Background: an optimization exercise with open tools, aiming at small area, a short achievable clock period and few clock cycles. Do not read the settings as production practice. Function was not checked in any run shown here: the RTL went through the layout flow alone. Power and IR drop assume default switching activity.

### flow/design.v
module swath_engine (
    input  wire        clk,
    input  wire        rst,
    input  wire        in_valid,
    output wire        in_ready,
    input  wire [5:0]  in_swath,
    input  wire        in_mirror,
    input  wire [63:0] in_sh_l,
    input  wire [63:0] in_sh_r,
    input  wire [63:0] in_lv_l,
    input  wire [63:0] in_lv_r,
    output wire        ev_valid,
    input  wire        ev_ready,
    output wire [15:0] ev_data,
    output wire        res_valid,
    output wire [6:0]  res_k
);
    localparam [2:0] G_IDLE   = 3'd0,    
                     G_SELCOL = 3'd1,
                     G_RCMD   = 3'd2,
                     G_RSEL   = 3'd3,
                     G_DATA   = 3'd4,
                     G_WR     = 3'd5,
                     G_END    = 3'd6;
    localparam [3:0] K_CMD = 4'd1, K_DATA = 4'd2, K_SELCOL = 4'd3,
                     K_SELROW = 4'd4, K_WRITE = 4'd5, K_END = 4'd6;
    wire [63:0] d_l  = in_sh_l ^ in_lv_l;
    wire [63:0] d_r  = in_sh_r ^ in_lv_r;
    wire [63:0] wl_n = in_sh_l & ~in_lv_l;
    wire [63:0] wr_n = in_sh_r & ~in_lv_r;
    wire [63:0] wl_m = in_mirror ? (wl_n | d_r) : wl_n;
    wire [63:0] wr_m = in_mirror ? (wr_n | d_l) : wr_n;
    wire [63:0] any_n   = d_l | d_r;
    wire        blank_n = ~|any_n;
    reg [63:0] any, wl, wr;      
    reg [5:0]  sw;
    reg        rdy;              
    reg        full;             
    reg        sb;               
    reg        fresh;            
    reg        clr;              
    reg [2:0]  gs;               
    reg        first;            
    reg        last;             
    reg        bl, br;           
    reg [6:0]  k;                
    reg        evv, evend;
    reg [15:0] evd;
    reg        endr;             
    reg        resv;
    reg [6:0]  resk;
    reg [1:0]  nbp;              
    reg [2:0]  cnt;              
    reg        hold;             
    reg [63:0] pre;              
    integer i;
    always @(*) begin
        pre[0] = 1'b0;
        for (i = 1; i < 64; i = i + 1) pre[i] = pre[i-1] | any[i-1];
    end
    wire [63:0] lo = any & ~pre;
    reg  [5:0]  lo_idx;
    integer j;
    always @(*) begin
        lo_idx = 6'd0;
        for (j = 0; j < 64; j = j + 1) lo_idx = lo_idx | ({6{lo[j]}} & j[5:0]);
    end
    wire lo_l  = |(lo & wl);
    wire lo_r  = |(lo & wr);
    wire multi = |(any & pre);   
    wire adv      = ~evv | ev_ready;
    wire gen_rsel = adv & (gs == G_RSEL);
    wire start    = adv & (gs == G_IDLE) & full & ~sb;
    wire take     = in_valid & rdy;
    wire retire   = full & sb;                   
    wire nb_new   = fresh & full & ~sb;          
    wire drain    = ~endr & (cnt != 3'd0) & ~hold;
    assign in_ready  = rdy;
    assign ev_valid  = evv;
    assign ev_data   = evd;
    assign res_valid = resv;
    assign res_k     = resk;
    wire       full_n = take | (full & ~retire & ~(gen_rsel & ~multi));
    wire       sb_n   = take ? blank_n : sb;
    wire [1:0] nbp_n  = nbp + {1'b0, nb_new} - {1'b0, endr};
    wire       hold_n = (retire & (nbp != 2'd0) | hold) & ~endr;
    wire [2:0] cnt_n  = cnt + {2'd0, retire} - {2'd0, drain};
    wire       rdy_n  = (~full_n | sb_n) & (cnt_n <= 3'd4) &
                        ~((nbp_n != 2'd0) & ~hold_n & (cnt_n != 3'd0));
    always @(posedge clk) begin
        if (rdy) begin
            any <= any_n;
            wl  <= wl_m;
            wr  <= wr_m;
            sw  <= in_swath;
        end else if (clr) begin
            any <= any & pre;
        end
        sb <= sb_n;
    end
    always @(posedge clk) begin
        if (gen_rsel) begin
            bl   <= lo_l;
            br   <= lo_r;
            last <= ~multi;
            k    <= first ? 7'd1 : k + 7'd1;
        end
        if (adv) begin
            case (gs)
                G_IDLE:   evd <= {K_CMD, 12'd0};
                G_SELCOL: evd <= {K_SELCOL, sw, sw};
                G_RCMD:   evd <= {K_CMD, 12'd0};
                G_RSEL:   evd <= {K_SELROW, lo_idx, lo_idx};
                G_DATA:   evd <= {K_DATA, 12'd0};
                G_WR:     evd <= {K_WRITE, 4'd0, {4{br}}, {4{bl}}};
                default:  evd <= {K_END, 12'd0};
            endcase
            evend <= (gs == G_END);
        end
        resk <= endr ? k : 7'd0;
    end
    always @(posedge clk) begin
        if (rst) begin
            rdy   <= 1'b1;
            full  <= 1'b0;
            fresh <= 1'b0;
            clr   <= 1'b0;
            gs    <= G_IDLE;
            first <= 1'b0;
            evv   <= 1'b0;
            endr  <= 1'b0;
            resv  <= 1'b0;
            nbp   <= 2'd0;
            cnt   <= 3'd0;
            hold  <= 1'b0;
        end else begin
            clr <= gen_rsel;
            if (adv) begin
                case (gs)
                    G_IDLE: begin
                        evv <= full & ~sb;
                        if (full & ~sb) gs <= G_SELCOL;
                    end
                    G_SELCOL: begin evv <= 1'b1; gs <= G_RCMD; end
                    G_RCMD:   begin evv <= 1'b1; gs <= G_RSEL; end
                    G_RSEL:   begin evv <= 1'b1; gs <= G_DATA; end
                    G_DATA:   begin evv <= 1'b1; gs <= G_WR;   end
                    G_WR:     begin evv <= 1'b1; gs <= last ? G_END : G_RCMD; end
                    default:  begin evv <= 1'b1; gs <= G_IDLE; end
                endcase
            end
            if (start)         first <= 1'b1;
            else if (gen_rsel) first <= 1'b0;
            endr  <= evv & ev_ready & evend;
            rdy   <= rdy_n;
            full  <= full_n;
            fresh <= take;
            resv  <= endr | drain;
            nbp   <= nbp_n;
            cnt   <= cnt_n;
            hold  <= hold_n;
        end
    end
endmodule
### flow/flow/run.sh
#!/bin/bash
# Layout flow: the standard ORFS flow (standard synthesis, unchanged),
# with small port buffers and the timing repair aimed at extra setup slack.
set -euo pipefail
export BUFFER_PORTS_ARGS="-buffer_cell sky130_fd_sc_hd__buf_1"
export SETUP_SLACK_MARGIN=6.5
bash standard.sh > orfs_make.log 2>&1
### flow/standard.sh
#!/bin/bash
# synth_recipe.tcl (not shown) runs the flow's synth.tcl, then flattens the netlist and writes it again
# the make line also repeats each setting of config.mk as NAME=value (left out here)
make -C /OpenROAD-flow-scripts/flow DESIGN_CONFIG=/design/flow/config.mk WORK_HOME=/design/flow/orfs CLKGATE_MAP_FILE= SYNTH_SCRIPT=/design/flow/synth_recipe.tcl "${@:-finish}"
### flow/config.mk
export PLATFORM = sky130hd
export DESIGN_NAME = swath_engine
export DESIGN_NICKNAME = swath_engine
export VERILOG_FILES = /design/flow/design.v
export SDC_FILE = /design/flow/constraint.sdc
export NUM_CORES = 4
export LEC_CHECK = 0
export CAP_MARGIN = 20
export CORE_MARGIN = 2
export CORE_UTILIZATION = 40
export SLEW_MARGIN = 20
### flow/constraint.sdc
create_clock -name core_clock -period 10.0 [get_ports {clk}]
set_input_delay 2.0000 -clock core_clock [delete_from_list [all_inputs] [get_ports {clk}]]
set_output_delay 2.0000 -clock core_clock [all_outputs]
set_load 0.01 [all_outputs]
==> results.toml, run 1 <==
[critical_path]
end_kind = "register"
required_ps = 10490
max_stage_delay_ps = 540
path_cells = "buf_1 > inv_1 > ha_1 > nand2_1 > nor4_1 > nand4_1 > o31ai_2 > o22a_1"
worstSetupPathType = "input port to register"
critPathTopFamily = "simple AND/OR/NAND/NOR gates"
cp_data_arrival_time_ps = 4140
critPathLaunchType = "input port"
crit_slowest_cell = "nor4_1"
crit_fanout = 2
cp_num_buf_inv = 2

[routing]
vias_per_cell = 5.35
vias = 13520
firstDrtPassIters = 5
drtIter0Drc = 1095
ant_nets = 0
routed_wl_um = 52100
wl_per_cell_um = 20.6
drc = 0

[synthesis]
yosysWarningCount = 1
ys_types = 76
synth.largest_area_cell = "edfxtp_1"
synth.most_common_cell = "inv_1"
yosys-top-cells-area = "edfxtp_1 43%, ha_1 11%, inv_1 6.7%, a21o_1 6.1%, nand2_1 5.2%"
avgSynthCellArea_sq_um = 9.37
synth_top_flop_cell = "edfxtp_1"
seq_area_frac_synth_pct = 45.8
synth_enable_flop_cells = 224
postSynthCellCount = 1684
syn_area_sq_um = 15800
ys_ff_latch = 249
synth_top_area_share_pct = 42.6
synthArstFlopShare_pct = 0
syn-num-nets = 2085
synthTopCellsByCount = "281 x inv_1, 224 x edfxtp_1, 217 x nand2_1"

[sta]
rsz0062_at_grt = "yes"
period_minus_slack_ps = 3650
fmax_ghz = 0.274
timing.final.max_slew_violations = 0
finClkSkew_ps = 8.96
fin_crit_sh_pct = 36.5
hold_viol = 0
report.final.setup_viol = 0
setup_slack_ps = 6350
tightest_slew_ps = 988
finalSetupTns_ps = 0
slew_headroom_pct = 34.1

[clocking]
h-tree-depth = 1
cts_tree = "built"
clockBufferDepth = 3
cts-root-buf = "clkbuf_16"
cts_buffers = 27
cts_num_sinks = 249
hold_buffers = 0
path_clk_slew_ps = 70
clock_latency_ps = 550

[final_layout]
drive_above_1_share_pct = 8.80
fillers = 3662
final_cell_area_sq_um = 19100
n_antenna_cell = 0
fin_nets = 2392
fin_cells = 2529
syn_to_final_growth_pct = 20.8

[outcome]
outcome = "timing/DRC/antenna clean"

[die]
die_h_um = 203
io_pins = 293
die_area_sq_um = 41000
core_area_sq_um = 38800
rows = 72
die_w_um = 203
initial_utilization_pct = 40.6

[power]
clkPwrFrac_pct = 22.9
internal-power_mw = 2.78
vdd_drop_max_mv = 0.106
p_leak_nw = 8.73
p_comb_share_pct = 30.8
power.switching_mw = 1.76
p_seq_share_pct = 46.3
pwr_density_cell_nw_per_um2 = 238
switching_share_pct = 38.7

[placed_design]
place.gp.congestion = 0.968
portBuffers = 291
place_area_sq_um = 17300
place_ws_ps = 5390
dpl.cell_count = 2432
dp_hpwl_um = 39800

[grt]
globalRouteMet3Util_pct = 3.24
gr-usage-met1_pct = 36.0
busiest_layer = "met2"
grt-ovfl-total = 0
grtUsageTotal_pct = 24.9
grt_max_degree = 88
antenna_found_initial = 1
grt_pass1_wl_um = 77700
grt_pass1_vias = 13102
grtUsageMet2_pct = 39.3

[flow_run]
cap_violations = 0

[min_path]
hold_class = "register to register"
## power by group through the flow
stage               Combinational, mW  Clock (mW)  Sequential, mW
detailed placement               1.17           0            2.12
floorplan                       0.878           0            1.90
CTS                              1.34        1.05            2.08
finish                           1.39        1.04            2.10
global route                     1.55        1.09            2.14
global placement                 1.16           0            2.13
## cell usage in the layout, fill, tap and decap left out, drive strengths merged, types with 6 or more instances in the layout
cell type,count
and2,11
dfxtp,25
nand4,22
a32oi,9
a21oi,37
a2111oi,6
o211ai,7
a22oi,18
or4,13
inv,284
nor2,79
or2,7
o31ai,13
buf,349
ha,133
nand2b,14
clkinv,7
a21o,129
nor4,45
nand2,217
edfxtp,224
maj3,8
nand3,28
and4,7
o21ai,98
a211oi,6
nor2b,16
a31oi,12
a22o,6
or3,6
and3,11
nor3,39
clkbuf,32
## routing by layer
layer  part of all wire (%)  routed length [um]
met1                     46               23800
met4                    2.6                1340
met5                      0                   0
met3                    6.9                3580
met2                     45               23400
## state kept, by name (all words and copies together), names as in the netlist, 2 cells and up
signal  cells
wr         64
evd        15
resk        7
cnt         3
nbp         2
wl         64
any        64
sw          6
k           7
gs          3
## worst paths after layout
path / slack [ps] / end / depth (start not counted) / start
max: 6350 / rdy$_SDFF_PP1_ / 8 / in_lv_r[9]
min: 510 / resk[6]$_SDFF_PN0_ / 1 / k[6]$_SDFFCE_PP0P_
max reg2reg: 6520 / evd[0]$_DFFE_PN_ / 11 / any[4]$_DFFE_PP_
min reg2reg: 510 / resk[6]$_SDFF_PN0_ / 1 / k[6]$_SDFFCE_PP0P_
## metrics by stage
stage	hold WS (ps)	power [mW]	util [%]
6_report	509	4.53	49.1
3_5_place_dp	496	3.30	44.6
4_1_cts	513	4.48	48.5
3_3_place_gp	491	3.28	44.6
2_1_floorplan	473	2.78	-
5_1_grt	529	4.79	49.1
## what timing repair did
| action | CTS | global route |
|---|---|---|
| endpoints found under the setup margin | 37 | 17 |
| pin swaps | 7 | 6 |
| setup buffers | 38 | 8 |
| gates cloned | 2 | 0 |
| resized for setup | 47 | 28 |
## cells by family (layout without fill, tap and decap cells)
logic type	after synthesis	in the layout	synth area share (%)
DFF	249	249	45.8
and+or+nand+nor	534	535	16.7
buffers and inverters	355	681	8.56
xor gates and xnor gates	10	10	0.555
other	1	1	0.0238
adders and majority gates	142	142	11.2
AOI/OAI and AO/OA	391	391	17.0
muxes	2	2	0.135
## cell type report
class	count	area [sq um]	area share (%)
repair inverters	1	5.00	0.0263
clock buffers	31	691	3.63
repair buffers	350	1550	8.12
flip-flops and latches	249	7230	38.0
well taps	518	648	3.40
clock inverters	18	215	1.13
inverters	281	1060	5.56
multi-input cells	1081	7660	40.2
==> inputs of run 2 (changes only) <==
--- a/flow/flow/run.sh
+++ b/flow/flow/run.sh
@@ -6,2 +6,3 @@
 export SETUP_SLACK_MARGIN=6.5
+export ABC_AREA=1
 bash standard.sh > orfs_make.log 2>&1
==> run 2 against run 1 <==
Critical path depth increased by 29. Clock skew up 5.7 ps. Utilization is 0.77 points lower. Highest routed layer unchanged. Critical endpoint is now evd[5]$_DFFE_PN_. Via count fell by 10%. Sequential cell count did not move. Non-clock buffer count fell by 18. Area after synthesis decreased by 4.1%. Clock power barely moved. Worst setup slack got worse by 1300 ps. Fmax down 26%. Final cell count shrank 0.95%. Still clean on timing, DRC and antenna. Sequential share of layout area up 2.1 points.
==> results.toml, run 2 <==
[outcome]
outcome = "timing/DRC/antenna clean"

[grt]
grt-ovfl-total = 0
grt_pass1_vias = 11658
grt_pass1_wl_um = 58700
antenna_found_initial = 0
grt_max_degree = 93
grtUsageTotal_pct = 18.8

[synthesis]
synthArstFlopShare_pct = 0
avgSynthCellArea_sq_um = 9.20
synthMuxAreaShare_pct = 0
ys_ff_latch = 249
postSynthCellCount = 1643
synthTopCellsByCount = "323 x nand2_1, 293 x inv_1, 224 x edfxtp_1"
synth_top_flop_cell = "edfxtp_1"
synth.largest_area_cell = "edfxtp_1"
synth-adder-area-share_pct = 11.1
syn-num-nets = 2044
synthXorXnorAreaFrac_pct = 0.232
synth_top_family_by_area = "simple AND/OR/NAND/NOR gates"
synth_top_area_share_pct = 44.5
ys_types = 43
synth_compound_area_share_pct = 10.7
yosys-top-cells-area = "edfxtp_1 44%, ha_1 11%, nand2_1 8.0%, inv_1 7.3%, o21bai_1 6.4%"
synth.most_common_cell = "nand2_1"
syn_area_sq_um = 15100
synth_enable_flop_cells = 224
seq_area_frac_synth_pct = 47.8
synth-simple-area-share_pct = 21.9
yosysWarningCount = 1

[sta]
report.final.setup_viol = 0
tightest_slew_ps = 1110
setup_slack_ps = 5040
period_minus_slack_ps = 4960
fmax_ghz = 0.202
finClkSkew_ps = 14.6
timing.final.max_slew_violations = 0
fin_crit_sh_pct = 49.6
hold_viol = 0
rsz0062_at_grt = "yes"
finalSetupTns_ps = 0
slew_headroom_pct = 25.9
whs_ps = 466

[power]
vdd_drop_max_mv = 0.115
p_leak_nw = 8.14
pwr_density_cell_nw_per_um2 = 229

[critical_path]
critPathLaunchType = "register"
worstSetupPathType = "register to register"
crit_top_cell = "nor2_4"
critPathTopFamily = "simple AND/OR/NAND/NOR gates"
cp_data_arrival_time_ps = 5360
cp_num_buf_inv = 0
crit_fanout = 4
reg2regPathDepth = 37
crit_cells = 37
end_kind = "register"
max_stage_delay_ps = 430
crit_slowest_cell = "edfxtp_1"
required_ps = 10400

[die]
die_w_um = 198
die_h_um = 198
io_pins = 293
initial_utilization_pct = 40.4
core_area_sq_um = 37400
rows = 71
die_area_sq_um = 39400

[final_layout]
layout_common_cells = "313 x nand2_1, 291 x buf_1, 290 x inv_1, 224 x edfxtp_1, 152 x nor2_1"
final_common_cell = "nand2_1"
fin_nets = 2374
n_antenna_cell = 0
postLayoutCoreUtil_pct = 48.3
drive_above_1_share_pct = 7.62
fin_cells = 2505
top_regs = "any x64, wl x64, wr x64"
syn_to_final_growth_pct = 19.5
fillers = 3546

[routing]
wl_per_cell_um = 15.1
vias_per_cell = 4.84
drc = 0
routed_wl_um = 37800
drtIter0Drc = 801
vias = 12126
firstDrtPassIters = 5
ant_nets = 0

[clocking]
clock_latency_ps = 550
cts-root-buf = "clkbuf_16"
path_clk_slew_ps = 60
clockBufferDepth = 3
cts_buffers = 28
h-tree-depth = 1
cts_tree = "built"
cts_num_sinks = 249

[placed_design]
place_ws_ps = 4290
dpl.cell_count = 2417
dp_hpwl_um = 29400
portBuffers = 291
place.gp.congestion = 0.849

[min_path]
whs_path_depth = 2
hold_class = "register to register"

[flow_run]
cap_violations = 0
[run 2: cell types whose count changed in the layout (fill, tap and decap cells not counted), moves of 30 or more]
cell and delta:
a21o_1 -129, nand4_1 +30, nor2_1 +76, nand3_1 +34, o21ai_0 -51, nand2_1 +97
o21bai_1 +127
[run 2: what timing repair did]
item	CTS	global route
setup endpoints to repair	46	46
setup buffers	27	10
pin swaps	25	20
resized for setup	12	14
hold buffers	0	0
[run 2: where the power goes]
| group | switching [mW] | leakage [nW] | internal, mW |
|---|---|---|---|
| Clock | 0.410 | 0.461 | 0.625 |
| Combinational | 0.840 | 5.24 | 0.368 |
| Sequential | 0.206 | 2.44 | 1.68 |
| Total | 1.46 | 8.14 | 2.68 |
[run 2: final timing paths]
path                             start                  to  slack [ps]
setup / recovery  any[0]$_SDFFCE_PN0P_    evd[5]$_DFFE_PN_        5040
hold / removal      k[3]$_SDFFCE_PP0P_  resk[3]$_SDFF_PN0_         470
setup reg to reg  any[0]$_SDFFCE_PN0P_    evd[5]$_DFFE_PN_        5040
hold reg to reg     k[3]$_SDFFCE_PP0P_  resk[3]$_SDFF_PN0_         470
[run 2: final cells by class]
| type | instances | area, sq um | area share [%] |
|---|---|---|---|
| inverter | 296 | 1110 | 6.17 |
| timing repair buffer | 332 | 1400 | 7.77 |
| sequential | 249 | 7230 | 40.0 |
| clock inverter | 9 | 97.6 | 0.540 |
| clock buffer | 42 | 836 | 4.63 |
| multi-input combinational | 1066 | 6740 | 37.3 |
| tap | 511 | 639 | 3.54 |
[run 2: worst reg2reg max path: cells and delay by family (launching register included)]
family / cells / cell delay, ps
DFF: 1 / 430
and+or+nand+nor: 37 / 4400
[run 2: stage by stage]
stage               power, mW  cell area [sq um]
detailed placement       3.08              16800
global route             4.40              18100
CTS                      4.15              17900
global placement         3.05              16800
finish                   4.13              18100
floorplan                2.69              15100
[run 2: cells by family after synthesis]
family,count (synthesis)
other,1
AOI/OAI and AO/OA,242
and+or+nand+nor,685
DFF,249
adders and majority gates,134
buffers and inverters,328
xor gates and xnor gates,4
[run 2: per-layer routing]
| metal | vias up | GRT usage, % | wire length [um] |
|---|---|---|---|
| met5 | - | 0 | 0 |
| met2 | 313 | 32.2 | 17700 |
| met1 | 5524 | 25.4 | 17400 |
| met3 | 54 | 2.05 | 1710 |
| li1 | 6235 | - | - |
| met4 | 0 | 5.07 | 970 |
==> inputs of run 3 (changes only) <==
--- a/flow/design.v
+++ b/flow/design.v
@@ -38,5 +38,10 @@
     reg        full;             
-    reg        sb;               
     reg        fresh;            
-    reg        clr;              
+    reg        blank_q;          
+    reg        bq_ok;            
+    reg        sel;              
+    reg        xv;               
+    reg [5:0]  ridx;             
+    reg        rbl, rbr;         
+    reg        rlast;            
     reg [2:0]  gs;               
@@ -70,2 +75,4 @@
     wire multi = |(any & pre);   
+    wire sb       = ~|any;                       
+    wire ext      = full & ~sb & sel & ~xv;      
     wire adv      = ~evv | ev_ready;
@@ -82,4 +89,3 @@
     assign res_k     = resk;
-    wire       full_n = take | (full & ~retire & ~(gen_rsel & ~multi));
-    wire       sb_n   = take ? blank_n : sb;
+    wire       full_n = take | (full & ~retire & ~(ext & ~multi));
     wire [1:0] nbp_n  = nbp + {1'b0, nb_new} - {1'b0, endr};
@@ -87,3 +93,4 @@
     wire [2:0] cnt_n  = cnt + {2'd0, retire} - {2'd0, drain};
-    wire       rdy_n  = (~full_n | sb_n) & (cnt_n <= 3'd4) &
+    wire       slot_n = take ? (bq_ok & blank_q) : ~full_n;
+    wire       rdy_n  = slot_n & (cnt_n <= 3'd4) &
                         ~((nbp_n != 2'd0) & ~hold_n & (cnt_n != 3'd0));
@@ -95,6 +102,12 @@
             sw  <= in_swath;
-        end else if (clr) begin
+        end else if (ext) begin
             any <= any & pre;
         end
-        sb <= sb_n;
+        blank_q <= blank_n;
+        if (ext) begin
+            ridx  <= lo_idx;
+            rbl   <= lo_l;
+            rbr   <= lo_r;
+            rlast <= ~multi;
+        end
     end
@@ -102,5 +115,5 @@
         if (gen_rsel) begin
-            bl   <= lo_l;
-            br   <= lo_r;
-            last <= ~multi;
+            bl   <= rbl;
+            br   <= rbr;
+            last <= rlast;
             k    <= first ? 7'd1 : k + 7'd1;
@@ -112,3 +125,3 @@
                 G_RCMD:   evd <= {K_CMD, 12'd0};
-                G_RSEL:   evd <= {K_SELROW, lo_idx, lo_idx};
+                G_RSEL:   evd <= {K_SELROW, ridx, ridx};
                 G_DATA:   evd <= {K_DATA, 12'd0};
@@ -126,3 +139,5 @@
             fresh <= 1'b0;
-            clr   <= 1'b0;
+            bq_ok <= 1'b0;
+            sel   <= 1'b0;
+            xv    <= 1'b0;
             gs    <= G_IDLE;
@@ -136,3 +151,7 @@
         end else begin
-            clr <= gen_rsel;
+            bq_ok <= in_valid & ~take;
+            if (take)                            sel <= 1'b0;
+            else if (adv && gs == G_SELCOL)      sel <= 1'b1;
+            if (ext)           xv <= 1'b1;
+            else if (gen_rsel) xv <= 1'b0;
             if (adv) begin
--- a/flow/flow/run.sh
+++ b/flow/flow/run.sh
@@ -6,3 +6,2 @@
 export SETUP_SLACK_MARGIN=6.5
-export ABC_AREA=1
 bash standard.sh > orfs_make.log 2>&1
==> run 3 against run 2 <==
Still clean on timing, DRC and antenna. Sequential power rose by 13%. Cell area up 8.5%. Total power grew 15%. Critical path depth shrank 20. Sequential share of layout area down 1.6 points. Largest power group unchanged.
==> results.toml, run 3 <==
[power]
p_seq_share_pct = 44.8
clkPwrFrac_pct = 23.9
vdd_drop_max_mv = 0.122
p_comb_share_pct = 31.3
switching_share_pct = 38.3
power.switching_mw = 1.82
internal-power_mw = 2.93
p_leak_nw = 8.92
pwr_density_cell_nw_per_um2 = 242
total_power_mw = 4.74

[critical_path]
crit_fanout = 10
crit_slowest_cell = "edfxtp_1"
max_stage_delay_ps = 550
cp-startpoint = "any[24]$_DFFE_PP_"
critPathTopFamily = "simple AND/OR/NAND/NOR gates"
cp_data_arrival_time_ps = 4500
worstSetupPathType = "register to register"
path_cells = "nor4_2 > nand4_1 > buf_4 > nor4_4 > nand2_2 > ha_1 > inv_1 > ha_1 > inv_1 > fa_2 > xor2_1 > xnor2_1 > nor2_1 > a21oi_2 > a21bo_2 > a211o_1 > o21ai_1"
reg2reg_to = "rdy$_SDFF_PP1_"
reg2regPathDepth = 17
critPathLaunchType = "register"
regToRegSetupSlack_ps = 5970
required_ps = 10470
rr_startpoint = "any[24]$_DFFE_PP_"
cp_num_buf_inv = 3
end_kind = "register"

[routing]
firstDrtPassIters = 9
drc = 0
wl_per_cell_um = 20.9
vias_per_cell = 5.45
routed_wl_um = 53800
drtIter0Drc = 1413
vias = 14063
ant_nets = 0

[final_layout]
fin_nets = 2426
layout_common_cells = "290 x buf_1, 282 x inv_1, 233 x edfxtp_1, 190 x nand2_1, 133 x ha_1"
final_common_cell = "buf_1"
n_antenna_cell = 0
drive_above_1_share_pct = 8.60
top_regs = "any x64, wl x64, wr x64"
syn_to_final_growth_pct = 20.0
fin_cells = 2579

[grt]
gr-usage-met1_pct = 37.5
grt_max_degree = 87
grt-ovfl-total = 0
antenna_found_initial = 0
grtUsageMet2_pct = 38.6
busiest_layer = "met2"
grt_pass1_vias = 13302
grt_pass1_wl_um = 80000
globalRouteMet3Util_pct = 2.46
grtUsageTotal_pct = 24.7

[sta]
finClkSkew_ps = 12.5
rsz0062_at_grt = "yes"
fmax_ghz = 0.248
fin_crit_sh_pct = 40.3
hold_viol = 0
report.final.setup_viol = 0
tightest_slew_ps = 1030
setup_slack_ps = 5970
period_minus_slack_ps = 4030
timing.final.max_slew_violations = 0
whs_ps = 433
finalSetupTns_ps = 0
slew_headroom_pct = 31.4

[min_path]
holdPathEnd = "last$_DFFE_PP_"
worstHoldStart = "rlast$_DFFE_PP_"
whs_path_depth = 0
hold_class = "register to register"

[die]
initial_utilization_pct = 40.3
die_h_um = 206
io_pins = 293
die_w_um = 206
rows = 74
die_area_sq_um = 42500
core_area_sq_um = 40600

[synthesis]
yosysWarningCount = 1
ys_types = 83
synth_top_flop_cell = "edfxtp_1"
avgSynthCellArea_sq_um = 9.47
synthArstFlopShare_pct = 0
synth_top_area_share_pct = 42.8
synth.most_common_cell = "inv_1"
synth_enable_flop_cells = 233
ys_ff_latch = 260
yosys-top-cells-area = "edfxtp_1 43%, ha_1 10%, inv_1 6.5%, a21o_1 5.9%, nand2_1 4.4%"
synth.largest_area_cell = "edfxtp_1"
syn-num-nets = 2125
synthTopCellsByCount = "282 x inv_1, 233 x edfxtp_1, 192 x nand2_1"
postSynthCellCount = 1724
seq_area_frac_synth_pct = 46.1
syn_area_sq_um = 16300

[clocking]
cts-root-buf = "clkbuf_16"
cts_num_sinks = 260
clock_latency_ps = 550
path_clk_slew_ps = 60
cts_tree = "built"
cts_buffers = 29
clockBufferDepth = 3
h-tree-depth = 1

[flow_run]
cap_violations = 0

[placed_design]
dpl.cell_count = 2468
dp_hpwl_um = 40400
portBuffers = 291
place_ws_ps = 5440
place.gp.congestion = 0.955

[outcome]
outcome = "timing/DRC/antenna clean"
[run 3: cell types whose count changed in the layout (fill, tap and decap cells not counted), moves of 16 or more]
cell	delta
nor2b_1	+21
buf_6	+16
a21oi_1	+22
nand2_1	-123
nand3_1	-20
o21bai_1	-127
a21o_1	+129
nand4_1	-24
nor2_4	-20
o21ai_0	+69
nor2_1	-75
[run 3: cell families after synthesis]
| logic type | synth area share (%) |
|---|---|
| AO/OA/AOI/OAI | 16.9 |
| XOR/XNOR | 0.483 |
| adder cells (fa/ha/maj) | 10.7 |
| buffers and inverters | 8.73 |
| flip-flops | 46.1 |
| multiplexers | 0.429 |
| other | 0.0230 |
| AND/OR/NAND/NOR | 16.6 |
[run 3: routing by layer]
| metal | share of wire, % | vias to the layer above |
|---|---|---|
| met2 | 45 | 564 |
| met4 | 1.7 | 0 |
| met1 | 47 | 6716 |
| met3 | 6.5 | 52 |
| li1 | - | 6731 |
| met5 | 0 | - |
[run 3: worst max path at each step]
stage                                end  slack [ps]  depth (start not counted)
after global routing      rdy$_SDFF_PP1_        5710                         17
after global placement    rdy$_SDFF_PP1_        5550                         17
after floorplan           rdy$_SDFF_PP1_        6090                         19
after CTS                 rdy$_SDFF_PP1_        6160                         17
final                     rdy$_SDFF_PP1_        5970                         17
after detailed placement  rdy$_SDFF_PP1_        5440                         17
[run 3: what timing repair did]
action,4_1_cts,5_1_grt
hold buffers,0,0
resized for setup,31,32
endpoints found under the setup margin,64,64
pin swaps,12,2
gates cloned,0,2
buffers inserted,42,14
[run 3: cell type report]
class,instances,area (sq um)
flip-flops and latches,260,7540
inverters,283,1060
well taps,532,666
clock inverters,18,225
multi-input cells,1093,7610
fillers,3879,20900
clock buffers,35,788
repair buffers,358,1710
[run 3: power by group through the flow]
stage               combinational (mW)  sequential, mW  clock [mW]
floorplan                        0.958            1.93           0
global placement                  1.20            2.20           0
detailed placement                1.21            2.21           0
CTS                               1.40            2.12        1.16
global route                      1.65            2.16        1.20
finish                            1.49            2.13        1.13
[run 3: stage by stage]
stage          instance area (sq um)  utilization, %
2_1_floorplan                  16400               -
3_3_place_gp                   17800            43.9
3_5_place_dp                   17800            43.9
4_1_cts                        19300            47.6
5_1_grt                        19600            48.3
6_report                       19600            48.3
==> inputs of run 4 (changes only) <==
--- a/flow/design.v
+++ b/flow/design.v
@@ -56,4 +56,4 @@
     reg [6:0]  resk;
-    reg [1:0]  nbp;              
-    reg [2:0]  cnt;              
+    reg [1:0]  nq;               
+    reg [5:0]  cq;               
     reg        hold;             
@@ -76,3 +76,3 @@
     wire sb       = ~|any;                       
-    wire ext      = full & ~sb & sel & ~xv;      
+    wire ext      = full & sel & ~xv;            
     wire adv      = ~evv | ev_ready;
@@ -83,3 +83,3 @@
     wire nb_new   = fresh & full & ~sb;          
-    wire drain    = ~endr & (cnt != 3'd0) & ~hold;
+    wire drain    = ~endr & cq[0] & ~hold;
     assign in_ready  = rdy;
@@ -90,8 +90,11 @@
     wire       full_n = take | (full & ~retire & ~(ext & ~multi));
-    wire [1:0] nbp_n  = nbp + {1'b0, nb_new} - {1'b0, endr};
-    wire       hold_n = (retire & (nbp != 2'd0) | hold) & ~endr;
-    wire [2:0] cnt_n  = cnt + {2'd0, retire} - {2'd0, drain};
+    wire       n_up   = nb_new & ~endr;
+    wire       n_dn   = endr & ~nb_new;
+    wire [1:0] nq_n   = n_up ? {nq[0], 1'b1} : n_dn ? {1'b0, nq[1]} : nq;
+    wire       hold_n = (retire & nq[0] | hold) & ~endr;
+    wire       c_up   = retire & ~drain;
+    wire       c_dn   = drain & ~retire;
+    wire [5:0] cq_n   = c_up ? {cq[4:0], 1'b1} : c_dn ? {1'b0, cq[5:1]} : cq;
     wire       slot_n = take ? (bq_ok & blank_q) : ~full_n;
-    wire       rdy_n  = slot_n & (cnt_n <= 3'd4) &
-                        ~((nbp_n != 2'd0) & ~hold_n & (cnt_n != 3'd0));
+    wire       rdy_n  = slot_n & ~cq_n[4] & ~(nq_n[0] & ~hold_n & cq_n[0]);
     always @(posedge clk) begin
@@ -147,4 +150,4 @@
             resv  <= 1'b0;
-            nbp   <= 2'd0;
-            cnt   <= 3'd0;
+            nq    <= 2'd0;
+            cq    <= 6'd0;
             hold  <= 1'b0;
@@ -177,4 +180,4 @@
             resv  <= endr | drain;
-            nbp   <= nbp_n;
-            cnt   <= cnt_n;
+            nq    <= nq_n;
+            cq    <= cq_n;
             hold  <= hold_n;
==> run 4 against run 3 <==
Still clean. Count of clock-buffer cells in the layout is the same. Fmax grew 13%. Sequential share of layout area fell by 0.31 points. Register-to-register slack better by 580 ps. Die area rose by 0.48%. Utilization increased by 0.67 points. Sequential power decreased by 26%. Critical path depth is 9 lower. Combinational power down 55%. Largest power group unchanged. Highest routed layer unchanged.
==> results.toml, run 4 <==
[synthesis]
yosys-top-cells-area = "edfxtp_1 43%, ha_1 10%, inv_1 6.4%, a21o_1 5.9%, nand2_1 4.5%"
syn-num-nets = 2164
synth_compound_area_share_pct = 16.9
synth-simple-area-share_pct = 16.9
ys_types = 67
syn_area_sq_um = 16400
synthTopCellsByCount = "281 x inv_1, 233 x edfxtp_1, 197 x nand2_1"
synthMuxAreaShare_pct = 0.488
ys_ff_latch = 263
synthXorXnorAreaFrac_pct = 0.320
avgSynthCellArea_sq_um = 9.30
seq_area_frac_synth_pct = 46.3
synth-adder-area-share_pct = 10.4
synth_top_family_by_area = "compound AO/OA/AOI/OAI gates"
synth_top_area_share_pct = 42.6
synth.largest_area_cell = "edfxtp_1"
synth_enable_flop_cells = 233
synth_top_flop_cell = "edfxtp_1"
postSynthCellCount = 1764
synth.most_common_cell = "inv_1"
yosysWarningCount = 1
synthArstFlopShare_pct = 0

[sta]
tightest_slew_ps = 1010
finClkSkew_ps = 18.7
finalSetupTns_ps = 0
fmax_ghz = 0.280
rsz0062_at_grt = "yes"
report.final.setup_viol = 0
hold_viol = 0
timing.final.max_slew_violations = 0
period_minus_slack_ps = 3580
slew_headroom_pct = 32.7
fin_crit_sh_pct = 35.8

[final_layout]
drive_above_1_share_pct = 9.33
n_antenna_cell = 0
final_common_cell = "buf_1"
syn_to_final_growth_pct = 21.4
multi_input_area_sq_um = 7830
top_regs = "any x64, wl x64, wr x64"
final_cell_area_sq_um = 19900
area.sequential_sq_um = 7600
postLayoutCoreUtil_pct = 49.0
layout_common_cells = "290 x buf_1, 280 x inv_1, 233 x edfxtp_1, 193 x nand2_1, 130 x a21o_1"
fin_nets = 2479
fillers = 3885

[die]
die_area_sq_um = 42700
initial_utilization_pct = 40.4
rows = 74
core_area_sq_um = 40600
io_pins = 293
die_h_um = 207
die_w_um = 207

[clocking]
hold_buffers = 0
h-tree-depth = 1
cts_num_sinks = 263
path_clk_slew_ps = 60
clock_latency_ps = 560
cts-root-buf = "clkbuf_16"
clockBufferDepth = 3
cts_buffers = 29
cts_tree = "built"

[power]
vdd_drop_max_mv = 0.0943
pwr_density_cell_nw_per_um2 = 170
p_leak_nw = 9.10

[grt]
grt_pass1_wl_um = 78500
antenna_found_initial = 1
grt_pass1_vias = 13377
grtUsageTotal_pct = 24.2
grt-ovfl-total = 0
grt_max_degree = 98

[critical_path]
cp_num_buf_inv = 2
path_cells = "buf_1 > inv_1 > ha_4 > nand2_4 > or4_4 > nor4_4 > nand4_1 > nor2_1"
crit_slowest_cell = "or4_4"
cp_data_arrival_time_ps = 4050
worstSetupPathType = "input port to register"
critPathLaunchType = "input port"
critPathTopFamily = "simple AND/OR/NAND/NOR gates"
required_ps = 10470
max_stage_delay_ps = 550
crit_fanout = 2
end_kind = "register"

[flow_run]
cap_violations = 0

[routing]
drc = 0
drtIter0Drc = 1522
routed_wl_um = 53100
ant_nets = 0
wl_met2_um = 24000
maxUsedRoutingLayer = "met4"
vias = 14192
wl_met3_um = 3380
m1WireLength_um = 24600
vias_per_cell = 5.39
wl_per_cell_um = 20.1
firstDrtPassIters = 5

[min_path]
hold_class = "register to register"

[placed_design]
place.gp.congestion = 0.964
place_area_sq_um = 17900
portBuffers = 291
dp_hpwl_um = 40800

[outcome]
outcome = "timing/DRC/antenna clean"
-- run 4: changes by cell type in the layout (fill, tap and decap cells not counted), moves of 7 or more --
cell / before / now
buf_6: 17 / 1
nor2b_1: 21 / 10
ha_1: 133 / 126
buf_4: 47 / 83
nor2_1: 77 / 93
nand2b_1: 8 / 21
nor4_1: 23 / 15
-- run 4: path summary, 6_finish.rpt --
path	from	end	slack, ps	cells after the start
worst max-delay path	in_lv_l[56]	blank_q$_DFF_P_	6420	8
worst min-delay path	rbr$_DFFE_PP_	br$_DFFE_PP_	430	0
worst max register to register	any[3]$_DFFE_PP_	rbr$_DFFE_PP_	6550	9
worst min register to register	rbr$_DFFE_PP_	br$_DFFE_PP_	430	0
-- run 4: logic make-up after synthesis --
family                     count (synthesis)
buffers and inverters                    374
muxes                                      8
adders and majority gates                138
AOI/OAI and AO/OA                        419
xor gates and xnor gates                   6
other                                      1
and+or+nand+nor                          555
DFF                                      263
-- run 4: repair_timing --
action                                  CTS  global route
hold endpoints to repair                  0             0
gates resized for setup                  33            45
endpoints found under the setup margin   25            13
pin swaps                                 6            16
buffers inserted                         21            55
cloned                                    0             1
-- run 4: power by group --
group	switching (mW)	total, mW	leakage [nW]	internal [mW]
registers	0.178	1.57	2.60	1.39
clock network	0.436	1.14	0.488	0.708
logic	0.397	0.677	6.01	0.280
total	1.01	3.39	9.10	2.38
-- run 4: stage by stage --
step	total power, mW	setup WS [ps]	std cells	hold WS [ps]
finish	3.39	6420	2633	433
global route	3.54	6360	2633	432
CTS	3.33	6500	2577	433
floorplan	1.89	6680	1764	400
detailed placement	2.15	5350	2503	418
global placement	2.14	5410	2503	405
-- run 4: worst reg2reg max path: stages (launching register included) --
cell	delay, ps
edfxtp_1	440
buf_4	170
or4_4	140
nor3_1	80
a221o_1	330
a211oi_1	500
o2111ai_1	310
a2111oi_2	600
nand3_1	120
or4_1	500
-- run 4: per-layer routing --
metal	global-route usage (%)	vias up
li1	-	6874
met1	35.3	6762
met2	38.6	503
met3	2.94	53
met4	5.10	0
met5	0	-
-- run 4: final cells by class --
cell class              count  share of cell area, %
flip-flops and latches    263                   38.2
inverters                 281                   5.29
clock buffers              35                   3.76
multi-input cells        1127                   39.3
well taps                 532                   3.34
clock inverters            18                   1.30
repair buffers            377                   8.84
==> inputs of run 5 (changes only) <==
--- a/flow/flow/run.sh
+++ b/flow/flow/run.sh
@@ -6,2 +6,3 @@
 export SETUP_SLACK_MARGIN=6.5
+export CTS_BUF_LIST="sky130_fd_sc_hd__clkbuf_8"
 bash standard.sh > orfs_make.log 2>&1
==> run 5 against run 4 <==
Clock skew up 17 ps. Global-route usage increased by 0.38 points. Die area stayed put. Critical endpoint is now rbr$_DFFE_PP_. Still clean. Largest cell class unchanged. Via count is 1.5% higher. Synthesized cell count unchanged. Routed wire length is 0.92% higher.
==> results.toml, run 5 <==
[routing]
ant_nets = 0
routed_wl_um = 53500
drtIter0Drc = 1274
drc = 0
vias = 14401
vias_per_cell = 5.39
firstDrtPassIters = 7
wl_per_cell_um = 20.0

[final_layout]
area.sequential_sq_um = 7600
postLayoutCoreUtil_pct = 48.9
layout_common_cells = "301 x inv_1, 290 x buf_1, 233 x edfxtp_1, 193 x nand2_1, 130 x a21o_1"
final_common_cell = "inv_1"
fin_nets = 2499
multi_input_area_sq_um = 7810
drive_above_1_share_pct = 10.2
syn_to_final_growth_pct = 21.2
top_regs = "any x64, wl x64, wr x64"
fillers = 3895

[placed_design]
portBuffers = 291
place.gp.congestion = 0.964
dp_hpwl_um = 40800

[critical_path]
end_kind = "register"
cp_data_arrival_time_ps = 3790
reg2regPathDepth = 10
regToRegSetupSlack_ps = 6510
crit_fanout = 10
critPathLaunchType = "register"
required_ps = 10300
worstSetupPathType = "register to register"

[synthesis]
synthTopCellsByCount = "281 x inv_1, 233 x edfxtp_1, 197 x nand2_1"
synth.largest_area_cell = "edfxtp_1"
avgSynthCellArea_sq_um = 9.30
yosys-top-cells-area = "edfxtp_1 43%, ha_1 10%, inv_1 6.4%, a21o_1 5.9%, nand2_1 4.5%"
postSynthCellCount = 1764
synth_top_flop_cell = "edfxtp_1"
synthArstFlopShare_pct = 0
ys_types = 67
syn-num-nets = 2164
ys_ff_latch = 263
yosysWarningCount = 1
synth_enable_flop_cells = 233
synth_top_area_share_pct = 42.6
syn_area_sq_um = 16400
seq_area_frac_synth_pct = 46.3
synth.most_common_cell = "inv_1"

[clocking]
cts_tree = "built"
cts-root-buf = "clkbuf_8"
cts_num_sinks = 263
path_clk_slew_ps = 60
h-tree-depth = 2
cts_buffers = 48
hold_buffers = 0
clock_latency_ps = 620
clockBufferDepth = 3

[grt]
grtUsageTotal_pct = 24.6
grt_max_degree = 98
grt-ovfl-total = 0
antenna_found_initial = 2
grt_pass1_wl_um = 78900
grt_pass1_vias = 13641

[die]
rows = 74
die_area_sq_um = 42700
die_w_um = 207
core_area_sq_um = 40600
io_pins = 293
initial_utilization_pct = 40.4
die_h_um = 207

[sta]
slew_headroom_pct = 32.4
hold_viol = 0
fmax_ghz = 0.286
tightest_slew_ps = 1010
finClkSkew_ps = 35.4
finalSetupTns_ps = 0
report.final.setup_viol = 0
rsz0062_at_grt = "yes"
period_minus_slack_ps = 3490
timing.final.max_slew_violations = 0
fin_crit_sh_pct = 34.9

[power]
pwr_density_cell_nw_per_um2 = 165
total_power_mw = 3.28
p_leak_nw = 9.18
vdd_drop_max_mv = 0.0872

[flow_run]
cap_violations = 0

[outcome]
outcome = "timing/DRC/antenna clean"

[min_path]
whs_path_depth = 0
hold_class = "register to register"
## run 5: layout make-up
cell class              count  area share, %
multi-input cells        1127           39.3
flip-flops and latches    263           38.2
diodes                      1         0.0126
well taps                 532           3.35
repair buffers            378           8.92
inverters                 281           5.30
clock buffers              54           3.74
clock inverters            36           1.17
## run 5: where the power goes
group	switching (mW)	internal [mW]	total (mW)
logic	0.396	0.278	0.674
clock network	0.458	0.572	1.03
registers	0.179	1.39	1.57
## run 5: per-stage QoR
| step | hold slack, ps | cells | setup slack, ps | area [sq um] |
|---|---|---|---|---|
| after floorplan | 400 | 1764 | 6680 | 16400 |
| after global placement | 405 | 2503 | 5410 | 17900 |
| after detailed placement | 418 | 2503 | 5350 | 17900 |
| after CTS | 425 | 2618 | 6510 | 19300 |
| after global routing | 441 | 2672 | 6350 | 19900 |
| final | 420 | 2672 | 6510 | 19900 |
## run 5: cells by family (layout without fill, tap and decap cells)
logic type      after synthesis  after routing  share of synthesized area, %
xor+xnor                      6              6                         0.320
mux                           8              8                         0.488
compound gates              419            419                          16.9
flops                       263            263                          46.3
simple gates                555            555                          16.9
fa+ha+maj                   138            138                          10.4
buf+inv                     374            749                          8.61
other cells                   1              2                        0.0228
## run 5: critical path, cell delays in order, from the launching register on
cell,delay (ps)
edfxtp_1,570
or3_1,290
nor3_4,60
buf_6,140
buf_4,140
nand2_1,210
nor2_1,100
a311oi_1,400
nand4_1,340
a221o_1,350
or4_1,580
## run 5: final timing paths
path                      from             to
min reg2reg      rbr$_DFFE_PP_   br$_DFFE_PP_
min              rbr$_DFFE_PP_   br$_DFFE_PP_
max reg2reg  any[10]$_DFFE_PP_  rbr$_DFFE_PP_
max          any[10]$_DFFE_PP_  rbr$_DFFE_PP_
## run 5: timing repair
item / CTS / global route
setup buffers: 25 / 52
gates cloned: 0 / 1
pin swaps: 5 / 16
gates resized for setup: 30 / 45
setup endpoints to repair: 27 / 13
## run 5: routing by layer
metal	share of wire [%]	global-route usage (%)
met1	45	35.1
met2	45	38.6
met3	7.3	3.53
met4	2.3	7.53
met5	0	0
==> inputs of run 6 (changes only) <==
--- a/flow/design.v
+++ b/flow/design.v
@@ -33,3 +33,2 @@
     wire [63:0] any_n   = d_l | d_r;
-    wire        blank_n = ~|any_n;
     reg [63:0] any, wl, wr;      
@@ -39,3 +38,4 @@
     reg        fresh;            
-    reg        blank_q;          
+    reg        men;              
+    reg [7:0]  bq;               
     reg        bq_ok;            
@@ -45,2 +45,3 @@
     reg        rbl, rbr;         
+    reg        xd;               
     reg        rlast;            
@@ -74,3 +75,2 @@
     wire lo_r  = |(lo & wr);
-    wire multi = |(any & pre);   
     wire sb       = ~|any;                       
@@ -79,5 +79,5 @@
     wire gen_rsel = adv & (gs == G_RSEL);
-    wire start    = adv & (gs == G_IDLE) & full & ~sb;
+    wire start    = adv & (gs == G_IDLE) & full & ~sel & ~sb;
     wire take     = in_valid & rdy;
-    wire retire   = full & sb;                   
+    wire retire   = full & ~sel & sb;            
     wire nb_new   = fresh & full & ~sb;          
@@ -89,3 +89,3 @@
     assign res_k     = resk;
-    wire       full_n = take | (full & ~retire & ~(ext & ~multi));
+    wire       full_n = take | (full & ~sb);
     wire       n_up   = nb_new & ~endr;
@@ -97,6 +97,6 @@
     wire [5:0] cq_n   = c_up ? {cq[4:0], 1'b1} : c_dn ? {1'b0, cq[5:1]} : cq;
-    wire       slot_n = take ? (bq_ok & blank_q) : ~full_n;
+    wire       slot_n = take ? (bq_ok & (&bq)) : ~full_n;
     wire       rdy_n  = slot_n & ~cq_n[4] & ~(nq_n[0] & ~hold_n & cq_n[0]);
     always @(posedge clk) begin
-        if (rdy) begin
+        if (men) begin
             any <= any_n;
@@ -108,3 +108,3 @@
         end
-        blank_q <= blank_n;
+        for (i = 0; i < 8; i = i + 1) bq[i] <= ~|any_n[8*i +: 8];
         if (ext) begin
@@ -113,3 +113,2 @@
             rbr   <= lo_r;
-            rlast <= ~multi;
         end
@@ -120,3 +119,3 @@
             br   <= rbr;
-            last <= rlast;
+            last <= xd ? sb : rlast;
             k    <= first ? 7'd1 : k + 7'd1;
@@ -143,2 +142,4 @@
             bq_ok <= 1'b0;
+            men   <= 1'b1;
+            xd    <= 1'b0;
             sel   <= 1'b0;
@@ -155,2 +156,5 @@
             bq_ok <= in_valid & ~take;
+            men   <= slot_n;
+            xd    <= ext;
+            if (xd) rlast <= sb;
             if (take)                            sel <= 1'b0;
--- a/flow/flow/run.sh
+++ b/flow/flow/run.sh
@@ -6,3 +6,2 @@
 export SETUP_SLACK_MARGIN=6.5
-export CTS_BUF_LIST="sky130_fd_sc_hd__clkbuf_8"
 bash standard.sh > orfs_make.log 2>&1
==> run 6 against run 5 <==
Routed wire length fell by 14%. Utilization fell by 2.0 points. Largest cell class is now registers. First-iteration DRC count fell by 36%.
==> results.toml, run 6 <==
[sta]
setup_slack_ps = 6670
hold_viol = 0
report.final.setup_viol = 0
period_minus_slack_ps = 3330
whs_ps = 447
slew_headroom_pct = 26.1
fin_crit_sh_pct = 33.3
tightest_slew_ps = 1110
rsz0062_at_grt = "no"
fmax_ghz = 0.300
finClkSkew_ps = 13.5
timing.final.max_slew_violations = 0
finalSetupTns_ps = 0

[synthesis]
ys_ff_latch = 272
postSynthCellCount = 1686
avgSynthCellArea_sq_um = 9.68
synth.largest_area_cell = "edfxtp_1"
synth_enable_flop_cells = 233
ys_types = 78
seq_area_frac_synth_pct = 47.7
synthTopCellsByCount = "277 x inv_1, 233 x edfxtp_1, 218 x nand2_1"
syn-num-nets = 2086
synth.most_common_cell = "inv_1"
synthArstFlopShare_pct = 0
yosys-top-cells-area = "edfxtp_1 43%, ha_1 10%, inv_1 6.4%, a21o_1 6.0%, nand2_1 5.0%"
syn_area_sq_um = 16300
yosysWarningCount = 1
synth_top_flop_cell = "edfxtp_1"
synth_top_area_share_pct = 42.9

[routing]
maxUsedRoutingLayer = "met4"
drc = 0
m1WireLength_um = 21200
wl_met3_um = 3080
wl_per_cell_um = 18.5
routed_wl_um = 46000
drtIter0Drc = 820
vias = 13129
firstDrtPassIters = 5
ant_nets = 0
vias_per_cell = 5.27
wl_met2_um = 20400

[power]
total_power_mw = 3.07
pwr_density_cell_nw_per_um2 = 164
p_seq_share_pct = 50.0
vdd_drop_max_mv = 0.128
power.switching_mw = 0.858
p_leak_nw = 8.64
clkPwrFrac_pct = 35.4
p_comb_share_pct = 14.6
internal-power_mw = 2.22
switching_share_pct = 27.9

[final_layout]
final_cell_area_sq_um = 18800
postLayoutCoreUtil_pct = 46.9
drive_above_1_share_pct = 4.22
fin_nets = 2341
top_regs = "any x64, wl x64, wr x64"
syn_to_final_growth_pct = 15.1
final_common_cell = "buf_1"
n_antenna_cell = 0
fin_cells = 2490
layout_common_cells = "289 x buf_1, 277 x inv_1, 233 x edfxtp_1, 217 x nand2_1, 133 x ha_1"

[critical_path]
critPathTopFamily = "simple AND/OR/NAND/NOR gates"
reg2regPathDepth = 11
max_stage_delay_ps = 600
end_kind = "register"
rr_startpoint = "any[1]$_DFFE_PP_"
reg2reg_to = "rdy$_SDFF_PP1_"
cp_num_buf_inv = 1
cp_data_arrival_time_ps = 3780
path_cells = "nor3_4 > and4_1 > nand4_4 > nor2_4 > nand2_1 > inv_1 > ha_1 > a211oi_1 > nor3_1 > o21ai_1 > o21a_1"
crit_slowest_cell = "and4_1"
regToRegSetupSlack_ps = 6670
required_ps = 10450
crit_fanout = 11
critPathLaunchType = "register"
worstSetupPathType = "register to register"

[placed_design]
dp_hpwl_um = 35200
portBuffers = 291
place.gp.congestion = 0.931
place_ws_ps = 6260
dpl.cell_count = 2434
place_area_sq_um = 17800

[die]
rows = 73
die_area_sq_um = 42400
die_h_um = 206
io_pins = 293
die_w_um = 206
core_area_sq_um = 40000
initial_utilization_pct = 40.8

[min_path]
hold_class = "register to register"
holdPathEnd = "br$_DFFE_PP_"
worstHoldStart = "rbr$_DFFE_PP_"
whs_path_depth = 0

[flow_run]
cap_violations = 0

[clocking]
cts_buffers = 30
cts_tree = "built"
post_cts_buffers = 0
cts-root-buf = "clkbuf_16"
h-tree-depth = 1
clock_latency_ps = 570
clockBufferDepth = 3
path_clk_slew_ps = 60
cts_num_sinks = 272
hold_buffers = 0

[grt]
grtUsageTotal_pct = 20.9
grt_max_degree = 101
grt_pass1_wl_um = 68800
grt_pass1_vias = 12524
grt-ovfl-total = 0
antenna_found_initial = 0

[outcome]
outcome = "timing/DRC/antenna clean"
## run 6: cell count changes after synthesis, moves of 15 or more
cell,previous run,this run
nor2_1,94,72
o21ai_0,123,108
nand2_1,197,218
nand2b_1,22,4
clkbuf_1,80,50
## run 6: worst max path at each step
stage	startpoint	to	slack, ps	depth (start not counted)
global placement	in_lv_r[15]	bq[1]$_DFF_P_	6230	6
global route	any[1]$_DFFE_PP_	rdy$_SDFF_PP1_	6510	11
finish	any[1]$_DFFE_PP_	rdy$_SDFF_PP1_	6670	11
detailed placement	in_lv_l[15]	bq[1]$_DFF_P_	6260	6
floorplan	ev_ready	bl$_DFFE_PP_	6760	4
CTS	any[11]$_DFFE_PP_	ridx[5]$_DFFE_PP_	6590	7
## run 6: cell type report
cell class | instances | area, sq um
clock buffers | 42 | 847
fillers | 3882 | 21200
flip-flops and latches | 272 | 7780
inverters | 277 | 1040
clock inverters | 14 | 124
multi-input cells | 1064 | 7180
repair buffers | 296 | 1140
well taps | 525 | 657
## run 6: cells by family after synthesis
group,Yosys count,share of synthesized area (%)
buffers and inverters,350,8.40
other,1,0.0230
and+or+nand+nor,534,17.2
DFF,272,47.7
xor gates and xnor gates,6,0.322
muxes,9,0.560
AOI/OAI and AO/OA,380,15.6
adders and majority gates,134,10.3
## run 6: repair_timing
item	in CTS	in global routing
endpoints found under the hold margin	0	0
resized for setup	0	3
endpoints found under the setup margin	0	4
## run 6: power by group through the flow
stage | sequential (mW) | combinational, mW | clock [mW]
final | 1.54 | 0.449 | 1.09
after global routing | 1.55 | 0.511 | 1.15
after CTS | 1.53 | 0.452 | 1.12
after detailed placement | 1.55 | 0.448 | 0
after global placement | 1.55 | 0.441 | 0
after floorplan | 1.48 | 0.325 | 0
## run 6: metal layers
layer / track usage (%) / up-vias
met3: 2.78 / 70
met5: 0 / -
met4: 5.82 / 0
met1: 30.3 / 6131
li1: - / 6453
met2: 32.8 / 475
==> inputs of run 7 (changes only) <==
--- a/flow/flow/run.sh
+++ b/flow/flow/run.sh
@@ -6,2 +6,4 @@
 export SETUP_SLACK_MARGIN=6.5
+export CTS_BUF_LIST="sky130_fd_sc_hd__clkbuf_8"
+export CTS_CLUSTER_SIZE=40
 bash standard.sh > orfs_make.log 2>&1
==> run 7 against run 6 <==
Via count rose by 0.87%. Cell area shrank 0.23%. Still clean. Highest routed layer unchanged. Worst setup slack improved by 47 ps.
==> results.toml, run 7 <==
[outcome]
outcome = "timing/DRC/antenna clean"

[routing]
vias_per_cell = 5.25
drc = 0
routed_wl_um = 46100
firstDrtPassIters = 5
vias = 13243
ant_nets = 0
drtIter0Drc = 890
wl_per_cell_um = 18.3

[placed_design]
place_ws_ps = 6260
dpl.cell_count = 2434
place_area_sq_um = 17800
dp_hpwl_um = 35200
place.gp.congestion = 0.931
portBuffers = 291

[flow_run]
cap_violations = 0

[critical_path]
path_cells = "nor4_2 > nand3_1 > nor3_4 > nand2_1 > nor4_1 > nor4_1 > nand3_1"
cp_num_buf_inv = 0
critPathTopFamily = "simple AND/OR/NAND/NOR gates"
end_kind = "register"
cp_data_arrival_time_ps = 3730
worstSetupPathType = "register to register"
required_ps = 10450
max_stage_delay_ps = 560
crit_fanout = 11
crit_slowest_cell = "nor4_2"
critPathLaunchType = "register"

[final_layout]
top_regs = "any x64, wl x64, wr x64"
n_antenna_cell = 0
fin_nets = 2361
final_common_cell = "inv_1"
fin_cells = 2523
drive_above_1_share_pct = 5.31
final_cell_area_sq_um = 18700
layout_common_cells = "292 x inv_1, 289 x buf_1, 233 x edfxtp_1, 217 x nand2_1, 133 x ha_1"
syn_to_final_growth_pct = 14.8
postLayoutCoreUtil_pct = 46.8

[synthesis]
synthTopCellsByCount = "277 x inv_1, 233 x edfxtp_1, 218 x nand2_1"
yosys-top-cells-area = "edfxtp_1 43%, ha_1 10%, inv_1 6.4%, a21o_1 6.0%, nand2_1 5.0%"
syn-num-nets = 2086
avgSynthCellArea_sq_um = 9.68
synth.most_common_cell = "inv_1"
synth.largest_area_cell = "edfxtp_1"
synthArstFlopShare_pct = 0
synth_enable_flop_cells = 233
ys_types = 78
seq_area_frac_synth_pct = 47.7
postSynthCellCount = 1686
ys_ff_latch = 272
syn_area_sq_um = 16300
yosysWarningCount = 1
synth_top_flop_cell = "edfxtp_1"
synth_top_area_share_pct = 42.9

[sta]
rsz0062_at_grt = "no"
tightest_slew_ps = 1090
timing.final.max_slew_violations = 0
fmax_ghz = 0.305
report.final.setup_viol = 0
hold_viol = 0
finalSetupTns_ps = 0
setup_slack_ps = 6720
period_minus_slack_ps = 3280
finClkSkew_ps = 21.1
fin_crit_sh_pct = 32.8
slew_headroom_pct = 27.1

[clocking]
clock_latency_ps = 580
path_clk_slew_ps = 60
cts_buffers = 49
h-tree-depth = 2
post_cts_buffers = 0
cts_tree = "built"
cts_resized = 0
hold_buffers = 0
cts_num_sinks = 272
cts-root-buf = "clkbuf_8"
clockBufferDepth = 3

[min_path]
hold_class = "register to register"

[grt]
grtUsageTotal_pct = 21.1
grt_max_degree = 101
antenna_found_initial = 0
grt-ovfl-total = 0
grt_pass1_vias = 12723
grt_pass1_wl_um = 69100

[die]
initial_utilization_pct = 40.8
io_pins = 293
die_h_um = 206
die_area_sq_um = 42400
core_area_sq_um = 40000
rows = 73
die_w_um = 206

[power]
vdd_drop_max_mv = 0.0892
p_leak_nw = 8.70
pwr_density_cell_nw_per_um2 = 158
## run 7: cell types whose count changed in the layout (fill, tap and decap cells not counted), sizes merged
cell,change
clkinvlp,+3
buf,+1
clkbuf,+11
inv,+15
bufinv,-1
clkinv,+4
## run 7: layout make-up
type / instances / area [sq um]
Sequential cell: 272 / 7780
Fill cell: 3922 / 21300
Multi-Input combinational cell: 1064 / 7180
Inverter: 277 / 1040
Clock buffer: 53 / 729
Clock inverter: 35 / 178
Timing Repair Buffer: 297 / 1160
Tap cell: 525 / 657
## run 7: path summary, 6_finish.rpt
check | startpoint | endpoint | slack, ps | cells after the start
worst min-delay path | rbr$_DFFE_PP_ | br$_DFFE_PP_ | 460 | 0
worst min register to register | rbr$_DFFE_PP_ | br$_DFFE_PP_ | 460 | 0
worst max register to register | any[15]$_DFFE_PP_ | ridx[5]$_DFFE_PP_ | 6720 | 7
worst max-delay path | any[15]$_DFFE_PP_ | ridx[5]$_DFFE_PP_ | 6720 | 7
## run 7: layer usage
| layer | vias up | track usage [%] | wire length (um) |
|---|---|---|---|
| met5 | - | 0 | 0 |
| met4 | 0 | 6.63 | 1160 |
| met3 | 71 | 3.71 | 3260 |
| met2 | 487 | 32.8 | 20400 |
| met1 | 6175 | 30.0 | 21300 |
| li1 | 6510 | - | - |
## run 7: power by group
group	leakage (nW)	switching [mW]	total [mW]	internal [mW]
registers	2.69	0.141	1.54	1.39
logic	5.49	0.268	0.452	0.184
clock network	0.517	0.463	0.976	0.513
## run 7: kinds of logic after synthesis
group | synth area share, %
compound gates | 15.6
xor+xnor | 0.322
fa+ha+maj | 10.3
buf+inv | 8.40
flops | 47.7
mux | 0.560
other cells | 0.0230
simple gates | 17.2
## run 7: worst register-to-register path: stages (launching register included)
cell,delay [ps]
edfxtp_1,530
nor4_2,560
nand3_1,560
nor3_4,560
nand2_1,190
nor4_1,480
nor4_1,170
nand3_1,110
## run 7: per-stage QoR
step	hold slack (ps)	power, mW
2_1_floorplan	400	1.81
3_3_place_gp	449	1.99
3_5_place_dp	445	2.00
4_1_cts	446	2.98
5_1_grt	450	3.11
6_report	460	2.96
==> inputs of run 8 (changes only) <==
--- a/flow/design.v
+++ b/flow/design.v
@@ -28,6 +28,6 @@
     wire [63:0] d_r  = in_sh_r ^ in_lv_r;
-    wire [63:0] wl_n = in_sh_l & ~in_lv_l;
-    wire [63:0] wr_n = in_sh_r & ~in_lv_r;
-    wire [63:0] wl_m = in_mirror ? (wl_n | d_r) : wl_n;
-    wire [63:0] wr_m = in_mirror ? (wr_n | d_l) : wr_n;
+    wire [63:0] t_l  = {64{in_mirror}} & d_r;
+    wire [63:0] t_r  = {64{in_mirror}} & d_l;
+    wire [63:0] wl_m = (in_sh_l | t_l) & (~in_lv_l | t_l);
+    wire [63:0] wr_m = (in_sh_r | t_r) & (~in_lv_r | t_r);
     wire [63:0] any_n   = d_l | d_r;
@@ -90,9 +90,7 @@
     wire       full_n = take | (full & ~sb);
-    wire       n_up   = nb_new & ~endr;
-    wire       n_dn   = endr & ~nb_new;
-    wire [1:0] nq_n   = n_up ? {nq[0], 1'b1} : n_dn ? {1'b0, nq[1]} : nq;
+    wire [1:0] nq_n   = nb_new ? (endr ? nq : {nq[0], 1'b1})
+                               : (endr ? {1'b0, nq[1]} : nq);
     wire       hold_n = (retire & nq[0] | hold) & ~endr;
-    wire       c_up   = retire & ~drain;
-    wire       c_dn   = drain & ~retire;
-    wire [5:0] cq_n   = c_up ? {cq[4:0], 1'b1} : c_dn ? {1'b0, cq[5:1]} : cq;
+    wire [5:0] cq_n   = retire ? (drain ? cq : {cq[4:0], 1'b1})
+                               : (drain ? {1'b0, cq[5:1]} : cq);
     wire       slot_n = take ? (bq_ok & (&bq)) : ~full_n;
--- a/flow/flow/run.sh
+++ b/flow/flow/run.sh
@@ -6,4 +6,2 @@
 export SETUP_SLACK_MARGIN=6.5
-export CTS_BUF_LIST="sky130_fd_sc_hd__clkbuf_8"
-export CTS_CLUSTER_SIZE=40
 bash standard.sh > orfs_make.log 2>&1
==> run 8 against run 7 <==
Cell area is 5.1% lower. Sequential cell count stayed put. Register-to-register slack worse by 120 ps. Die area shrank 7.1%. Fmax decreased by 3.4%. Worst setup slack worse by 120 ps. Routed wire length is 2.0% higher. Worst hold slack improved by 14 ps. Sequential share of layout area increased by 2.2 points. Still clean on timing, DRC and antenna.
==> results.toml, run 8 <==
[clocking]
cts_num_sinks = 272
cts_tree = "built"
cts-root-buf = "clkbuf_16"
cts_buffers = 30
h-tree-depth = 1
hold_buffers = 0
clock_latency_ps = 580
clockBufferDepth = 3
path_clk_slew_ps = 60

[routing]
maxUsedRoutingLayer = "met5"
m1WireLength_um = 21500
drc = 0
vias = 13021
vias_per_cell = 5.40
drtIter0Drc = 1059
firstDrtPassIters = 5
wl_met3_um = 3390
wl_per_cell_um = 19.5
wl_met2_um = 21300
ant_nets = 0
routed_wl_um = 47000

[placed_design]
place.gp.congestion = 0.896
portBuffers = 291
dpl.cell_count = 2351
place_ws_ps = 5960
dp_hpwl_um = 36000
place_area_sq_um = 16700

[critical_path]
crit_top_cell = "nand4_1"
path_cells = "or3_4 > or4_4 > nor3_4 > buf_6 > nand4_1 > nor4b_4 > a2111oi_0 > and3_1 > nand4_1"
crit_fanout = 18
worstSetupPathType = "register to register"
max_stage_delay_ps = 680
critPathTopFamily = "simple AND/OR/NAND/NOR gates"
end_kind = "register"
cp_data_arrival_time_ps = 3830
cp_num_buf_inv = 1
critPathLaunchType = "register"
required_ps = 10430
crit_slowest_cell = "or4_4"

[synthesis]
yosys-top-cells-area = "edfxtp_1 46%, o21ai_0 6.6%, nand2_1 6.0%, xor2_1 5.8%, dfxtp_1 5.2%"
seq_area_frac_synth_pct = 51.4
synth_top_area_share_pct = 46.2
avgSynthCellArea_sq_um = 9.41
yosysWarningCount = 1
synthArstFlopShare_pct = 0
postSynthCellCount = 1608
synth_enable_flop_cells = 233
ys_types = 77
synth.largest_area_cell = "edfxtp_1"
synth_top_flop_cell = "edfxtp_1"
synth.most_common_cell = "nand2_1"
syn_area_sq_um = 15100
syn-num-nets = 1876
synthTopCellsByCount = "240 x nand2_1, 233 x edfxtp_1, 200 x o21ai_0"
ys_ff_latch = 272

[power]
vdd_drop_max_mv = 0.0997
pwr_density_cell_nw_per_um2 = 174
p_leak_nw = 6.62

[grt]
grtUsageTotal_pct = 23.1
grt_max_degree = 98
grt_pass1_vias = 12026
antenna_found_initial = 3
grt_pass1_wl_um = 69700
grt-ovfl-total = 0

[die]
die_w_um = 199
rows = 71
core_area_sq_um = 37500
initial_utilization_pct = 40.4
die_area_sq_um = 39400
die_h_um = 199
io_pins = 293

[sta]
fin_crit_sh_pct = 34.0
finalSetupTns_ps = 0
slew_headroom_pct = 30.5
timing.final.max_slew_violations = 0
tightest_slew_ps = 1040
report.final.setup_viol = 0
finClkSkew_ps = 26.6
hold_viol = 0
fmax_ghz = 0.294
setup_slack_ps = 6600
period_minus_slack_ps = 3400
rsz0062_at_grt = "no"

[final_layout]
syn_to_final_growth_pct = 17.4
postLayoutCoreUtil_pct = 47.4
fin_nets = 2143
fin_cells = 2413
top_regs = "any x64, wl x64, wr x64"
drive_above_1_share_pct = 4.85
final_common_cell = "buf_1"
final_cell_area_sq_um = 17800
layout_common_cells = "290 x buf_1, 239 x nand2_1, 233 x edfxtp_1, 200 x o21ai_0, 150 x inv_1"

[min_path]
hold_class = "register to register"

[flow_run]
cap_violations = 0

[outcome]
outcome = "timing/DRC/antenna clean"
[run 8: cell types whose count changed after synthesis, moves of 32 or more]
| cell | delta |
|---|---|
| o22ai_1 | +46 |
| xnor2_1 | +32 |
| xor2_1 | +97 |
| a21o_1 | -130 |
| nor2_1 | +35 |
| o21ai_0 | +92 |
| inv_1 | -127 |
| ha_1 | -132 |
[run 8: path summary, 6_finish.rpt]
check	start	to	slack, ps	cells past startpoint
worst max-delay path	any[3]$_DFFE_PP_	rbl$_DFFE_PP_	6600	9
worst min-delay path	cq[2]$_SDFFE_PP0P_	cq[2]$_SDFFE_PP0P_	470	2
worst max register to register	any[3]$_DFFE_PP_	rbl$_DFFE_PP_	6600	9
worst min register to register	cq[2]$_SDFFE_PP0P_	cq[2]$_SDFFE_PP0P_	470	2
[run 8: routing by layer]
metal | vias up | GRT usage (%)
met5 | - | 0
met4 | 2 | 5.03
met2 | 506 | 36.1
met3 | 48 | 2.88
met1 | 6151 | 34.4
li1 | 6314 | -
[run 8: layout make-up]
type	count	area [sq um]
Antenna cell	4	10.0
Clock buffer	42	867
Clock inverter	13	151
Fill cell	3609	19700
Inverter	151	567
Multi-Input combinational cell	1116	6560
Sequential cell	272	7780
Tap cell	511	639
Timing Repair Buffer	304	1200
[run 8: through the flow]
step	hold slack [ps]	power [mW]
floorplan	400	1.76
global placement	459	1.96
detailed placement	467	1.97
CTS	475	3.11
global route	486	3.23
finish	474	3.10
[run 8: power breakdown]
group / internal (mW) / switching, mW / total, mW
registers: 1.40 / 0.136 / 1.53
logic: 0.157 / 0.267 / 0.424
clock network: 0.680 / 0.462 / 1.14
[run 8: cells by family after synthesis]
kind of cell             after synthesis  share of synthesized area (%)
buffers and inverters                220                           5.65
flip-flops                           272                           51.4
other                                  1                         0.0248
AND/OR/NAND/NOR                      577                           18.9
multiplexers                          10                          0.670
adder cells (fa/ha/maj)                2                          0.149
AO/OA/AOI/OAI                        391                           15.5
XOR/XNOR                             135                           7.81
[run 8: worst register-to-register path: cells and delay by family (launching register included)]
family / cells / cell delay (ps)
simple gates: 7 / 2340
flops: 1 / 520
buf+inv: 1 / 230
compound gates: 1 / 200
[run 8: repair_timing]
| action | CTS | global route |
|---|---|---|
| endpoints found under the setup margin | 26 | 20 |
| endpoints found under the hold margin | 0 | 0 |
| pin swaps | 2 | 2 |
| resized for setup | 7 | 4 |
| setup buffers | 1 | 2 |

Check on run 8: ideal ports give 6.602 ns setup slack; a clkbuf_16 on the clock port and buf_2 on the inputs give 6.602 ns; moving port delays by the midpoint clock arrival (0.615 ns) as well gives 6.279 ns.
